Background: an optimization exercise with open tools, aiming at small area, a short achievable clock period and few clock cycles per item. Do not read the settings as production practice.
The RTL of this run was laid out without a check of its function.
Power is estimated from default activity; no workload was simulated.

File: flow/design.v
module olivia_fec_decoder (
    input  wire        clk,
    input  wire        rst,
    input  wire        in_valid,
    output wire        in_ready,
    input  wire [3:0]  in_bps,
    input  wire [47:0] in_soft,
    output wire        out_valid,
    input  wire        out_ready,
    output wire [6:0]  out_char,
    output wire [2:0]  out_index,
    output wire [11:0] out_peak,
    output wire        out_last
);
    localparam [63:0] SCRAMBLING_CODE = 64'hE257E6D0291574EC;
    localparam integer NCRED = 4;    
    function [63:0] scr_tab;
        input integer s;
        integer i, m;
        begin
            for (i = 0; i < 8; i = i + 1)
                for (m = 0; m < 8; m = m + 1)
                    scr_tab[8*i + m] = SCRAMBLING_CODE[(8*s + m + 13*i) % 64];
        end
    endfunction
    genvar s, p, q, x, j;
    reg        rdy;           
    reg [5:0]  ld_t;          
    reg [7:0]  ld_s;          
    reg [7:0]  ld_pm;         
    reg [7:0]  ld_pg;         
    reg [7:0]  ld_mh;         
    reg [2:0]  ld_bm1;        
    reg        ld_ov;         
    reg [7:0]  ld_ig;         
    reg [7:0]  we;            
    reg [23:0] xsel;          
    reg [7:0]  pv;            
    reg        hold_v;        
    reg [47:0] hold;
    reg [2:0]  hold_bm1;
    reg        st_free;
    reg        st_ov;
    reg [2:0]  st_thr;
    reg [7:0]  st_ig;
    reg        dc_busy;       
    reg [7:0]  dc_bh;         
    reg [7:0]  dc_ih;         
    reg [7:0]  dc_ig;         
    reg [7:0]  dc_ie;         
    reg [3:0]  dc_unr;        
    reg [7:0]  dc_mh;         
    reg [7:0]  dc_gh;         
    reg        win;           
    reg        win_last;      
    reg        pend;
    reg [7:0]  p_bh;
    reg [7:0]  p_ig;
    reg [7:0]  p_ie;
    reg [NCRED-1:0] cred;     
    reg [7:0]  neg;           
    reg [7:0]  neg4;          
    wire fire = in_valid & rdy;
    reg  [2:0] in_bm1;
    always @(*) begin
        case (in_bps)
            4'd0, 4'd1: in_bm1 = 3'd0;
            4'd2:       in_bm1 = 3'd1;
            4'd3:       in_bm1 = 3'd2;
            4'd4:       in_bm1 = 3'd3;
            4'd5:       in_bm1 = 3'd4;
            4'd6:       in_bm1 = 3'd5;
            4'd7:       in_bm1 = 3'd6;
            default:    in_bm1 = 3'd7;
        endcase
    end
    function [7:0] rotl;
        input [7:0] h;
        begin
            rotl = {h[6:0], h[7]};
        end
    endfunction
    function [2:0] bin3;
        input [7:0] h;
        begin
            bin3 = {h[4] | h[5] | h[6] | h[7], h[2] | h[3] | h[6] | h[7],
                    h[1] | h[3] | h[5] | h[7]};
        end
    endfunction
    function [7:0] after;
        input [7:0] g;
        input [2:0] b;
        integer k;
        begin
            for (k = 0; k < 8; k = k + 1)
                after[k] = g[(k + 7 - b) % 8];
        end
    endfunction
    wire [2:0] dc_m = bin3(dc_mh);
    wire [7:0] phi  = {dc_mh[5:0], dc_mh[7:6]};
    wire       win_end = win & dc_mh[7];
    wire       out_fire;
    wire       cred_ok = cred[0];
    wire       t0      = (ld_t == 6'd0);
    wire       t63     = (ld_t == 6'd63);
    wire       done    = fire & t63;     
    wire       at_last = |(dc_ih & dc_bh);
    wire       cur_act = dc_busy & ~(win_end & at_last);   
    wire [7:0] ih_0    = win_end ? rotl(dc_ih) : dc_ih;
    wire [7:0] ig_0    = win_end ? rotl(dc_ig) : dc_ig;
    wire [7:0] mh_0    = rotl(dc_mh);
    wire [7:0] gh_0    = dc_mh[7] ? rotl(dc_gh) : dc_gh;
    wire       nb_pend = ~cur_act & pend;
    wire       nb_ov   = ~cur_act & ~pend & done & ld_ov;
    wire       nb_new  = ~cur_act & ~pend & done & ~ld_ov;    
    wire       go_c    = cur_act & dc_mh[7] & |(ig_0 & gh_0);
    wire       go_p    = nb_pend & dc_mh[7] & |(p_ig & gh_0);
    wire       go_o    = nb_ov & dc_mh[7] & |(ld_ig & gh_0);
    wire       go_n    = nb_new & ld_pg[7];
    wire       go_nx   = cred_ok & (go_c | go_p | go_o | go_n);
    wire       busy_n  = cur_act | pend | done;
    wire [7:0] bh_n    = cur_act ? dc_bh : pend ? p_bh : (8'd1 << ld_bm1);
    wire [7:0] ihc_n   = cur_act ? ih_0 : 8'd1;
    wire [7:0] igc_n   = cur_act ? ig_0 : pend ? p_ig : ld_ov ? ld_ig : 8'd1;
    wire [7:0] iec_n   = cur_act ? dc_ie : pend ? p_ie : after(ld_ov ? ld_ig : 8'd1, ld_bm1);
    wire [3:0] unr_n   = (cur_act ? dc_unr : pend ? {1'b0, bin3(p_bh)} + 4'd1 :
                          done ? {1'b0, ld_bm1} + 4'd1 : 4'd0) - {3'd0, go_nx};
    wire       rephase = ~dc_busy & ~pend & ~ld_ov & ld_pg[7] & ld_pm[3] & ~t0;
    wire [7:0] mh_nx   = nb_new ? 8'd1 : rephase ? 8'd16 : mh_0;
    wire [7:0] gh_nx   = nb_new ? rotl(ld_pg) : gh_0;
    wire [7:0] mh_n    = rephase ? 8'd16 : mh_0;
    wire [7:0] ih_n    = cur_act ? ih_0 : 8'd1;
    wire [7:0] ih_4    = (cur_act & ~(win & ~win_end)) ? ih_0 :
                         (cur_act & ~at_last) ? rotl(dc_ih) : 8'd1;
    wire       hi_nx   = |mh_n[7:4];
    wire [7:0] i4_nx   = hi_nx ? ih_4 : ih_n;
    wire [7:0] m4_nx   = {mh_n[3:0], mh_n[7:4]};
    wire [5:0] a0 = {bin3(ih_n), bin3(mh_n)};
    wire [5:0] a4 = {bin3(i4_nx), bin3(m4_nx)};
    wire [7:0] neg_0;
    generate
        for (s = 0; s < 8; s = s + 1) begin : g_neg
            localparam [63:0] TAB = scr_tab(s);
            assign neg_0[s] = TAB[a0];
            always @(posedge clk) neg4[s] <= TAB[a4];
        end
    endgenerate
    wire       idle_n  = t0 | done;                      
    wire       one_n   = ~(cur_act & (pend | done));
    wire       sfree_n = idle_n & one_n & (unr_n == 4'd0);
    wire       sov_n   = idle_n & one_n & (unr_n != 4'd0) & (unr_n <= 4'd7) & mh_nx[0];
    wire [2:0] thr_n   = 3'd7 - unr_n[2:0];
    wire [7:0] sig_n   = busy_n ? iec_n : 8'd1;
    wire [2:0] r_n     = sov_n ? bin3(sig_n) - bin3(gh_nx) : 3'd0;
    wire       hs      = hold_v;
    wire [2:0] b0      = hs ? hold_bm1 : in_bm1;
    wire       fits    = st_free | (st_ov & (b0 <= st_thr));
    wire       s0      = t0 & (hs ? fits : (fire & fits));
    wire [23:0] xs_init;      
    wire [23:0] xs_one;       
    wire [23:0] xs_step;      
    wire [7:0]  pv_0;         
    generate
        for (p = 0; p < 8; p = p + 1) begin : g_xs
            wire [2:0] cw  = 3'd0 - p[2:0] - r_n;
            wire [2:0] c0  = xsel[3*p +: 3];
            wire [2:0] src = (ld_t[2:0] == 3'd7) ? xsel[3*((p + 7) % 8) +: 3] : xsel[3*p +: 3];
            assign xs_init[3*p +: 3] = cw;
            assign pv_0[p]           = (c0 <= b0);
            assign xs_one[3*p +: 3]  = (c0 == b0) ? 3'd0 : c0 + 3'd1;
            assign xs_step[3*p +: 3] = (src == ld_bm1) ? 3'd0 : src + 3'd1;
        end
    endgenerate
    wire [7:0]  pv_w = t0 ? (s0 ? pv_0 : 8'd0) : pv;
    wire [7:0] pm_n   = rotl(ld_pm);
    wire       rdy_al = |(pm_n & ld_mh);
    wire       miss   = rdy & ~in_valid & ~t0;
    wire [7:0] s_1    = (ld_t[2:0] == 3'd7) ? rotl(ld_s) : ld_s;
    always @(posedge clk) begin
        if (rst) begin
            rdy      <= 1'b0;
            ld_t     <= 6'd0;
            ld_s     <= 8'd1;
            ld_pm    <= 8'd1;
            ld_pg    <= 8'd1;
            ld_mh    <= 8'd1;
            ld_ov    <= 1'b0;
            we       <= 8'd0;
            hold_v   <= 1'b0;
            st_free  <= 1'b0;
            st_ov    <= 1'b0;
            dc_busy  <= 1'b0;
            dc_unr   <= 4'd0;
            dc_mh    <= 8'd1;
            dc_gh    <= 8'd1;
            win      <= 1'b0;
            pend     <= 1'b0;
            cred     <= {NCRED{1'b1}};
        end else begin
            if (t0) begin
                if (s0) begin
                    ld_t   <= 6'd1;
                    ld_s   <= 8'd1;
                    ld_pm  <= 8'd2;
                    ld_pg  <= 8'd1;
                    ld_mh  <= 8'd2;
                    ld_ov  <= st_ov;
                    hold_v <= 1'b0;
                    rdy    <= 1'b1;
                end else if (fire) begin
                    hold_v <= 1'b1;
                    rdy    <= 1'b0;
                end else begin
                    rdy    <= ~hs;
                end
                we <= 8'd1;
            end else begin
                ld_pm <= pm_n;
                ld_pg <= ld_pm[7] ? rotl(ld_pg) : ld_pg;
                if (fire) begin
                    ld_t  <= t63 ? 6'd0 : ld_t + 6'd1;
                    ld_mh <= rotl(ld_mh);
                    ld_s  <= s_1;
                    rdy   <= 1'b1;
                    we    <= t63 ? 8'd1 : s_1;
                end else begin
                    rdy   <= rdy_al;
                    we    <= rdy_al ? ld_s : 8'd0;
                end
            end
            st_free <= sfree_n;
            st_ov   <= sov_n;
            dc_busy <= busy_n;
            dc_unr  <= unr_n;
            dc_mh   <= mh_nx;
            dc_gh   <= gh_nx;
            pend    <= cur_act & (pend | (done & ld_ov));
            win     <= go_nx | (win & ~win_end);
            if (go_nx & ~out_fire)
                cred <= {1'b0, cred[NCRED-1:1]};
            else if (out_fire & ~go_nx)
                cred <= {cred[NCRED-2:0], 1'b1};
        end
        neg <= neg_0;
        if (t0 & fire & ~hs) begin
            hold     <= in_soft;
            hold_bm1 <= in_bm1;
        end
        st_thr <= thr_n;
        st_ig  <= sig_n;
        if (s0) begin
            ld_bm1 <= b0;
            ld_ig  <= st_ov ? st_ig : 8'd1;
            xsel   <= xs_one;
            pv     <= pv_0;
        end else if (t0 | done) begin
            xsel   <= xs_init;
        end else if (fire) begin
            xsel   <= xs_step;
            if (ld_t[2:0] == 3'd7)
                pv <= rotl(pv);
        end else if (miss) begin
            xsel   <= {xsel[20:0], xsel[23:21]};
            pv     <= rotl(pv);
        end
        dc_bh <= bh_n;
        dc_ih <= ihc_n;
        dc_ig <= igc_n;
        dc_ie <= iec_n;
        if (cur_act & done & ld_ov) begin
            p_bh <= 8'd1 << ld_bm1;
            p_ig <= ld_ig;
            p_ie <= after(ld_ig, ld_bm1);
        end
        if (go_nx)
            win_last <= |(ihc_n & bh_n);
    end
    assign in_ready = rdy;
    wire [47:0] wsrc = hold_v ? hold : in_soft;
    wire [47:0] xb;           
    generate
        for (p = 0; p < 8; p = p + 1) begin : g_xb
            assign xb[6*p +: 6] = wsrc[6*xsel[3*p +: 3] +: 6];
        end
    endgenerate
    wire [47:0] taps;
    wire [47:0] taps4;        
    generate
        for (s = 0; s < 8; s = s + 1) begin : g_ring
            reg  [383:0] r;
            wire [383:0] sh = {r[377:0], r[383:378]};
            wire [383:0] nx;
            for (p = 0; p < 8; p = p + 1) begin : g_port
                assign nx[48*p +: 6]      = (we[s] & pv_w[p]) ? xb[6*p +: 6] : sh[48*p +: 6];
                assign nx[48*p + 6 +: 42] = sh[48*p + 6 +: 42];
            end
            always @(posedge clk) r <= nx;
            assign taps[6*s +: 6]  = r[383:378];
            assign taps4[6*s +: 6] = r[359:354];
        end
    endgenerate
    reg [7:0] A [0:7];
    generate
        for (q = 0; q < 4; q = q + 1) begin : g_a
            wire [7:0] pa = {{2{taps4[6*q + 5]}}, taps4[6*q +: 6]};
            wire [7:0] pb = {{2{taps4[6*q + 29]}}, taps4[6*q + 24 +: 6]};
            wire [7:0] xp = pa ^ {8{neg4[q]}};
            wire [7:0] vp = (pb ^ {8{neg4[q + 4]}}) + {7'd0, neg4[q + 4]};
            wire [7:0] ua = {{2{taps[6*q + 5]}}, taps[6*q +: 6]};
            wire [7:0] ub = {{2{taps[6*q + 29]}}, taps[6*q + 24 +: 6]};
            wire [7:0] xa = ua ^ {8{neg[q]}};
            wire [7:0] vb = (ub ^ {8{neg[q + 4]}}) + {7'd0, neg[q + 4]};
            wire [7:0] sm, df;
            ks_add #(.W(8)) u_s (.a(vp), .b(xp),  .cin(neg4[q]), .s(sm));
            ks_add #(.W(8)) u_d (.a(vb), .b(~xa), .cin(~neg[q]), .s(df));
            always @(posedge clk) begin
                A[q]     <= sm;
                A[q + 4] <= df;
            end
        end
    endgenerate
    wire [8:0] w2 [0:7];
    wire [9:0] w3 [0:7];
    generate
        for (q = 0; q < 8; q = q + 1) begin : g_b
            if ((q & 1) == 0) begin : g_lo1
                ks_add #(.W(9)) u (.a({A[q + 1][7], A[q + 1]}), .b({A[q][7], A[q]}),
                                   .cin(1'b0), .s(w2[q]));
            end else begin : g_hi1
                ks_add #(.W(9)) u (.a({A[q][7], A[q]}), .b(~{A[q - 1][7], A[q - 1]}),
                                   .cin(1'b1), .s(w2[q]));
            end
            if ((q & 2) == 0) begin : g_lo2
                ks_add #(.W(10)) u (.a({w2[q + 2][8], w2[q + 2]}), .b({w2[q][8], w2[q]}),
                                    .cin(1'b0), .s(w3[q]));
            end else begin : g_hi2
                ks_add #(.W(10)) u (.a({w2[q][8], w2[q]}), .b(~{w2[q - 2][8], w2[q - 2]}),
                                    .cin(1'b1), .s(w3[q]));
            end
        end
    endgenerate
    reg [9:0] B [0:7];
    generate
        for (q = 0; q < 8; q = q + 1) begin : g_breg
            always @(posedge clk) B[q] <= w3[q];
        end
    endgenerate
    wire [9:0] sk [0:7];
    generate
        for (j = 0; j < 8; j = j + 1) begin : g_skew
            localparam integer K = j % 4;
            if (K == 0) begin : g_z
                assign sk[j] = B[j];
            end else begin : g_d
                reg [10*K-1:0] d;
                if (K == 1) begin : g_1
                    always @(posedge clk) d <= B[j];
                end else begin : g_n
                    always @(posedge clk) d <= {d[10*K-11:0], B[j]};
                end
                assign sk[j] = d[10*K-1 -: 10];
            end
        end
    endgenerate
    wire [9:0] dk [0:7];
    generate
        for (x = 0; x < 8; x = x + 1) begin : g_rot
            wire [79:0] terms;
            for (j = 0; j < 8; j = j + 1) begin : g_t
                assign terms[10*j +: 10] = sk[j] & {10{phi[(j + x) % 8]}};
            end
            wire [9:0] sel = terms[9:0]   | terms[19:10] | terms[29:20] | terms[39:30] |
                             terms[49:40] | terms[59:50] | terms[69:60] | terms[79:70];
            wire [9:0] rv = sel;
            if (x == 7) begin : g_z
                assign dk[x] = rv;
            end else begin : g_d
                localparam integer N = 7 - x;
                reg [10*N-1:0] d;
                if (N == 1) begin : g_1
                    always @(posedge clk) d <= rv;
                end else begin : g_n
                    always @(posedge clk) d <= {d[10*N-11:0], rv};
                end
                assign dk[x] = d[10*N-1 -: 10];
            end
        end
    endgenerate
    reg [10:0] C1 [0:7];
    generate
        for (q = 0; q < 8; q = q + 1) begin : g_c1
            wire [10:0] u1;
            if ((q & 1) == 0) begin : g_lo
                ks_add #(.W(11)) u (.a({dk[q + 1][9], dk[q + 1]}), .b({dk[q][9], dk[q]}),
                                    .cin(1'b0), .s(u1));
            end else begin : g_hi
                ks_add #(.W(11)) u (.a({dk[q][9], dk[q]}), .b(~{dk[q - 1][9], dk[q - 1]}),
                                    .cin(1'b1), .s(u1));
            end
            always @(posedge clk) C1[q] <= u1;
        end
    endgenerate
    reg [11:0] C [0:7];
    generate
        for (q = 0; q < 8; q = q + 1) begin : g_c2
            wire [11:0] u2;
            if ((q & 2) == 0) begin : g_lo2
                ks_add #(.W(12)) u (.a({C1[q + 2][10], C1[q + 2]}), .b({C1[q][10], C1[q]}),
                                    .cin(1'b0), .s(u2));
            end else begin : g_hi2
                ks_add #(.W(12)) u (.a({C1[q][10], C1[q]}), .b(~{C1[q - 2][10], C1[q - 2]}),
                                    .cin(1'b1), .s(u2));
            end
            always @(posedge clk) C[q] <= u2;
        end
    endgenerate
    reg [11:0] mg [0:7];
    reg        sg [0:7];
    generate
        for (q = 0; q < 8; q = q + 1) begin : g_m
            wire [12:0] f3;
            if ((q & 4) == 0) begin : g_lo4
                ks_add #(.W(13)) u (.a({C[q + 4][11], C[q + 4]}), .b({C[q][11], C[q]}),
                                    .cin(1'b0), .s(f3));
            end else begin : g_hi4
                ks_add #(.W(13)) u (.a({C[q][11], C[q]}), .b(~{C[q - 4][11], C[q - 4]}),
                                    .cin(1'b1), .s(f3));
            end
            always @(posedge clk) begin
                mg[q] <= f3[11:0] ^ {12{f3[12]}};
                sg[q] <= f3[12];
            end
        end
    endgenerate
    wire [11:0] mag [0:7];
    generate
        for (q = 0; q < 8; q = q + 1) begin : g_mag
            assign mag[q] = mg[q] + {11'd0, sg[q]};
        end
    endgenerate
    reg [11:0] l1m [0:3];
    reg [1:0]  l1i [0:3];     
    generate
        for (q = 0; q < 4; q = q + 1) begin : g_l1
            wire r = mag[2*q + 1] > mag[2*q];
            always @(posedge clk) begin
                l1m[q] <= r ? mag[2*q + 1] : mag[2*q];
                l1i[q] <= r ? {1'b1, sg[2*q + 1]} : {1'b0, sg[2*q]};
            end
        end
    endgenerate
    reg [11:0] l2m [0:1];
    reg [2:0]  l2i [0:1];
    generate
        for (q = 0; q < 2; q = q + 1) begin : g_l2
            wire r = l1m[2*q + 1] > l1m[2*q];
            always @(posedge clk) begin
                l2m[q] <= r ? l1m[2*q + 1] : l1m[2*q];
                l2i[q] <= r ? {1'b1, l1i[2*q + 1]} : {1'b0, l1i[2*q]};
            end
        end
    endgenerate
    wire        l3r = l2m[1] > l2m[0];
    wire [11:0] l3m = l3r ? l2m[1] : l2m[0];
    wire [3:0]  l3i = l3r ? {1'b1, l2i[1]} : {1'b0, l2i[0]};
    reg [11:0] pk_m;
    reg [3:0]  pk_i;          
    always @(posedge clk) begin
        pk_m <= l3m;
        pk_i <= l3i;
    end
    wire [2:0] ypk = dc_m + 3'd5;
    reg [11:0] rm_m;
    reg [6:0]  rm_i;          
    wire take = dc_mh[3] | (pk_m > rm_m);       
    always @(posedge clk) begin
        if (take) begin
            rm_m <= pk_m;
            rm_i <= {ypk, pk_i};
        end
    end
    reg [1:0] wq;
    reg [1:0] wl;             
    always @(posedge clk) begin
        if (rst) begin
            wq <= 2'd0;
            wl <= 2'd0;
        end else if (dc_mh[7]) begin
            wq <= {wq[0], win_end};
            wl <= {wl[0], win_end & win_last};
        end
    end
    wire res_v = dc_mh[3] & wq[1];
    reg  [2:0]  rc_i;
    wire        rc_last = wl[1];
    wire [22:0] res = {rc_last, rc_i, rm_i[0], rm_i[6:1], rm_m};    
    always @(posedge clk) begin
        if (rst)
            rc_i <= 3'd0;
        else if (res_v)
            rc_i <= rc_last ? 3'd0 : rc_i + 3'd1;
    end
    reg [22:0] qd [0:NCRED-1];
    reg [2:0]  qn;            
    reg        ov;
    reg [22:0] od;
    assign out_fire = ov & out_ready;
    wire [2:0]  qn_n = qn - {2'd0, out_fire} + {2'd0, res_v};
    wire [22:0] hd_n = out_fire ? ((qn >= 3'd2) ? qd[1] : res) :
                                  ((qn != 3'd0) ? qd[0] : res);
    integer k;
    always @(posedge clk) begin
        if (rst) begin
            qn <= 3'd0;
            ov <= 1'b0;
        end else begin
            qn <= qn_n;
            ov <= (qn_n != 3'd0);
        end
        od <= hd_n;
        if (out_fire) begin
            for (k = 0; k < NCRED - 1; k = k + 1)
                qd[k] <= qd[k + 1];
            if (res_v)
                qd[qn - 3'd1] <= res;
        end else if (res_v) begin
            qd[qn[1:0]] <= res;
        end
    end
    assign out_valid = ov;
    assign out_peak  = od[11:0];
    assign out_char  = od[18:12];
    assign out_index = od[21:19];
    assign out_last  = od[22];
endmodule
module ks_add #(
    parameter integer W = 8
) (
    input  wire [W-1:0] a,
    input  wire [W-1:0] b,
    input  wire         cin,
    output wire [W-1:0] s
);
    function integer levels;
        input integer n;
        integer v;
        begin
            levels = 0;
            for (v = 1; v < n; v = v * 2)
                levels = levels + 1;
        end
    endfunction
    localparam integer L = levels(W);
    wire [W-1:0] p0 = a ^ b;
    wire [W-1:0] g  [0:L];
    wire [W-1:0] pp [0:L];
    assign g[0]  = (a & b) | {{(W-1){1'b0}}, p0[0] & cin};
    assign pp[0] = p0;
    genvar k, i;
    generate
        for (k = 0; k < L; k = k + 1) begin : g_lvl
            for (i = 0; i < W; i = i + 1) begin : g_bit
                if (i >= (1 << k)) begin : g_op
                    assign g[k + 1][i]  = g[k][i] | (pp[k][i] & g[k][i - (1 << k)]);
                    assign pp[k + 1][i] = pp[k][i] & pp[k][i - (1 << k)];
                end else begin : g_pass
                    assign g[k + 1][i]  = g[k][i];
                    assign pp[k + 1][i] = pp[k][i];
                end
            end
        end
    endgenerate
    wire [W-1:0] c = {g[L][W-2:0], cin};
    assign s = p0 ^ c;
endmodule
File: flow/flow/run.sh
#!/bin/bash
# Standard layout with: buf_4 port buffers, no dummy clock loads, clock sink clusters of up to 28 sinks within 60 um,
# and timing repair aiming for 6.9 ns of setup slack.
set -euo pipefail
export BUFFER_PORTS_ARGS="-buffer_cell sky130_fd_sc_hd__buf_4"
export CTS_ARGS="-sink_clustering_enable -repair_clock_nets -dont_use_dummy_load -sink_clustering_size 28 -sink_clustering_max_diameter 60"
export SETUP_SLACK_MARGIN=6.9
bash standard.sh > standard.log 2>&1
File: flow/standard.sh
#!/bin/bash
# synth_recipe.tcl (not shown) runs the flow's synth.tcl, then flattens the netlist and writes it again
# the make line also repeats each setting of config.mk as NAME=value (left out here)
make -C /OpenROAD-flow-scripts/flow DESIGN_CONFIG=/design/flow/config.mk WORK_HOME=/design/flow/orfs CLKGATE_MAP_FILE= SYNTH_SCRIPT=/design/flow/synth_recipe.tcl "${@:-finish}"
File: flow/config.mk
export PLATFORM = sky130hd
export DESIGN_NAME = olivia_fec_decoder
export DESIGN_NICKNAME = olivia_fec_decoder
export VERILOG_FILES = /design/flow/design.v
export SDC_FILE = /design/flow/constraint.sdc
export NUM_CORES = 8
export LEC_CHECK = 0
export CAP_MARGIN = 40
export CORE_MARGIN = 2
export CORE_UTILIZATION = 50
export PLACE_DENSITY = 0.68
export SLEW_MARGIN = 20
File: flow/constraint.sdc
create_clock -name core_clock -period 10.0 [get_ports {clk}]
set_input_delay 2.0000 -clock core_clock [delete_from_list [all_inputs] [get_ports {clk}]]
set_output_delay 2.0000 -clock core_clock [all_outputs]
set_load 0.01 [all_outputs]
==> notes.md <==
==> cells in the mapped netlist, types with 12 or more instances <==
master,instances,area [um2]
buf_1,70,263
mux2i_1,115,1150
nand3b_1,20,150
o21a_1,27,203
xor2_1,271,2370
xnor2_1,384,3360
a211oi_1,115,863
nor2_1,453,1700
nand2_1,448,1680
and3_1,68,425
o21ai_0,303,1520
mux2_2,522,5880
o31a_1,25,219
o211ai_1,19,143
a21oi_1,447,2240
a22o_1,14,123
a222oi_1,23,230
a22oi_1,348,2610
o21ai_1,28,140
o22ai_1,13,81.3
nand2b_1,81,507
a41oi_1,12,105
inv_1,586,2200
ha_1,653,8170
nor3_1,100,500
clkbuf_1,340,1280
a32oi_1,13,114
nand4_1,117,732
buf_2,17,85.1
nor4_1,14,87.6
dfxtp_1,4161,83300
a21o_1,105,788
nor2b_1,71,444
mux4_2,53,1190
a31oi_1,25,156
edfxtp_1,230,6910
o21bai_1,115,863
nor3b_1,17,128
o31ai_1,23,173
and2_1,34,213
fa_1,50,1000
a221oi_1,40,350
nand3_1,103,515
==> flip-flops by register name, indices dropped and copies added (netlist names), 64 cells and up <==
register      cells
mg               96
g_rot.g_d.d     280
B                76
A                64
C                90
g_skew.g_d.d    118
qd               92
C1               84
g_ring.r       3072
==> placed cells by master (no fill, tap or decap), drive strengths merged, types with 115 or more instances in the layout <==
cell type     n
xor2        272
nand2       452
a22oi       348
o21ai       331
ha          653
nor2        455
buf         503
mux2i       115
clkbuf      242
o21bai      115
edfxtp      230
a211oi      115
xnor2       384
a21oi       448
nand4       117
dfxtp      4161
mux2        533
inv         585
==> layer usage <==
layer  track usage, %  part of all wire [%]
met5                0                0.0086
met4             7.26                   3.6
met3             3.07                   5.3
met2             36.1                    47
met1             29.4                    44
==> stage by stage <==
step	setup slack [ns]	instance area (um2)	cells	total power, W
2_1_floorplan	4.88	138000	10800	0.0366
3_3_place_gp	3.71	142000	14200	0.0424
3_5_place_dp	3.73	143000	14200	0.0430
4_1_cts	5.54	152000	14600	0.0528
5_1_grt	5.37	155000	14700	0.0574
6_report	5.52	155000	14700	0.0542
==> layout make-up <==
| cell class | count | area share [%] |
|---|---|---|
| multi-input cells | 5425 | 30.2 |
| inverters | 591 | 1.49 |
| repair buffers | 522 | 3.46 |
| well taps | 3570 | 2.88 |
| flip-flops and latches | 4391 | 58.2 |
| diodes | 15 | 0.0242 |
| clock buffers | 229 | 3.69 |
==> path summary, 6_finish.rpt <==
path | slack [ns] | to | cells after the start | startpoint
max reg2reg | 5.55 | xsel[23] | 20 | ld_bm1[0]
min reg2reg | 0.19 | g_ring[6].r[378] | 0 | g_ring[6].r[372]
min | 0.19 | g_ring[6].r[378] | 0 | g_ring[6].r[372]
max | 5.52 | xsel[14] | 19 | in_valid
==> power by group through the flow <==
| stage | Clock [W] | Combinational, W | Sequential (W) |
|---|---|---|---|
| after floorplan | 0 | 0.0147 | 0.0219 |
| after global placement | 0 | 0.0195 | 0.0229 |
| after detailed placement | 0 | 0.0200 | 0.0230 |
| after CTS | 0.00939 | 0.0208 | 0.0226 |
| after global routing | 0.0100 | 0.0245 | 0.0229 |
| final | 0.00920 | 0.0224 | 0.0227 |
==> kinds of logic (layout without fill, tap and decap cells) <==
group | count (synthesis) | count (layout)
flops | 4391 | 4391
mux | 701 | 701
other cells | 0 | 15
fa+ha+maj | 703 | 703
buf+inv | 1025 | 1342
xor+xnor | 656 | 656
compound gates | 1777 | 1777
simple gates | 1583 | 1588
==> worst max-delay path, delay by kind of cell <==
| family | cells | cell delay, ns |
|---|---|---|
| simple gates | 8 | 1.61 |
| compound gates | 7 | 0.91 |
| fa+ha+maj | 2 | 0.37 |
| xor+xnor | 1 | 0.13 |
| buf+inv | 1 | 0.08 |
==> timing repair <==
action | CTS | global route
endpoints found under the setup margin | 746 | 721
pin swaps | 96 | 161
hold endpoints to repair | 0 | 0
cloned | 13 | 9
resized for setup | 399 | 456
buffers inserted | 106 | 147
==> qor.csv <==
metric;value;unit
EDFF count, synth;230;
Area growth, synth to finish;13.6;%
largest net degree at the start of global routing;79;
clock skew;0.167;ns
Critical Path End Type;register;
final hold vios;0;
Period minus WS final;4.48;ns
worst hold slack;0.187;ns
Slew headroom;34.1;%
Clk pwr share;17.0;%
total negative slack;0;ns
Synth warnings;27;
Synth cell types;90;
CTS Root Cell;clkbuf_16;
Post-Syn Area;137000;um2
most frequent CP cell;a21oi_2;
synthesized flop and latch total;4391;
endpoints failing setup;0;
crit-path max FO;4;
Critical Path AT;5.11;ns
FFs w/ async S/R, synth;0;%
Power Dens Cells;350;nW/um2
Post-Synth XOR/XNOR Area;4.21;%
Clock Tree Buf Depth;4;
First DRT Iteration DRCs;6861;
clk sinks;4391;
CP max stage cell;or3_4;
vias;77500;
worst-skew pair later-pin latency;0.95;ns
Pint;0.0345;W
worst-margin pin slew;0.962;ns
Die Y;527;um
CTS HTree Levels;4;
Lkg Pwr;63.7;nW
final worst-path cycle share;44.8;%
Crit Path Class;in2reg;
Util after Layout;57.2;%
Max VDD drop;0.377;mV
ys flop type;dfxtp_1;
total core area;271000;um2
RSZ-0062 raised after global routing;true;
register area;90300;um2
Compound-Gate Fraction of Synth Area;8.53;%
total global routing overflow;0;
Post-layout nets;11900;
worst stage delay on the critical path;0.48;ns
syn_nets;11600;
Req. time, crit path;10.63;ns
overall global routing resource usage;21.8;%
TritonCTS Buffers;229;
register area share after synthesis;66.0;%
routability cong.;0.912;
run status;no timing/DRC/antenna violations;
multi-input logic area;46900;um2
first-pass iteration count of the detailed router;9;
share of cells above drive strength 1;18.1;%
drt total wl;315000;um
mean post-synth cell area;12.6;um2
first-pass GRT wire length;466000;um
Remaining DRCs;0;
initial antenna violation count;21;
vias in the first global route;76400;
Sw Ratio;36.4;%
DRT antenna net count;0;
vias per cell;5.25;
fmax;223;MHz
switching power;0.0197;W
Cell Chain, Critical Path;buf_12 -> nand2_8 -> nor3_4 -> nand2_2 -> a311oi_2 -> a21oi_2 -> a21oi_2 -> a21oi_2 -> nor2b_4 -> ha_4 -> nor3b_4 -> xnor2_1 -> or3_4 -> o2111ai_4 -> or3_4 -> ha_4 -> a21boi_2 -> nor3_2 -> o31ai_2;
DPL Wire Length;222000;um
Simple-Gate Fraction of Synth Area;5.54;%
Post-CTS Hold Buffers;0;
post-synthesis adder-cell area fraction;6.71;%
Top Ports;81;
largest family of logic cells by synthesized area;compound AO/OA/AOI/OAI gates;
Initial Utilization;50.4;%
fin. max-slew vios;0;
Max-Cap Viols;0;
CTS tree;yes;
DIE AREA;277000;um2
die width;527;um
Gate Count Post-Synth;10800;
Worst Setup Start Kind;input port;
Tightest Hold Check Type;reg2reg;
combinational fraction of design power;41.3;%
wire per inst;21.4;um
row cnt;191;
fill count;21300;
Seq pwr share;41.8;%
CTS clk-pin slew, worst paths;0.09;ns
IO buf count;80;
mux contribution to synthesized area;6.12;%

-- afterwards: timing with drivers on the ports --
No port has a modelled driver above. Below, the same layout with a new extraction and two added sets of constraints.
Step 1 assumes that a clkbuf_16 drives the clock port and a buf_2 every other input.
Step 2 adds t to the input delays and takes it off the output delays; t is the mean of the earliest and latest rising clock arrival at the registers after step 1. Input paths then give back, and output paths get back, about the clock's delay inside the block.
Three values: ideal ports, drivers, drivers and shift; two values: the first two.
shift t [ns]: 0.960
slack for setup (ns): 5.519 / 5.481 / 4.521
worst slew at a driven data input, ns: 0.14
After both steps this run still meets setup and hold. For this run, drivers alone change the setup slack by -0.038 ns; drivers and shift together by -0.998 ns.
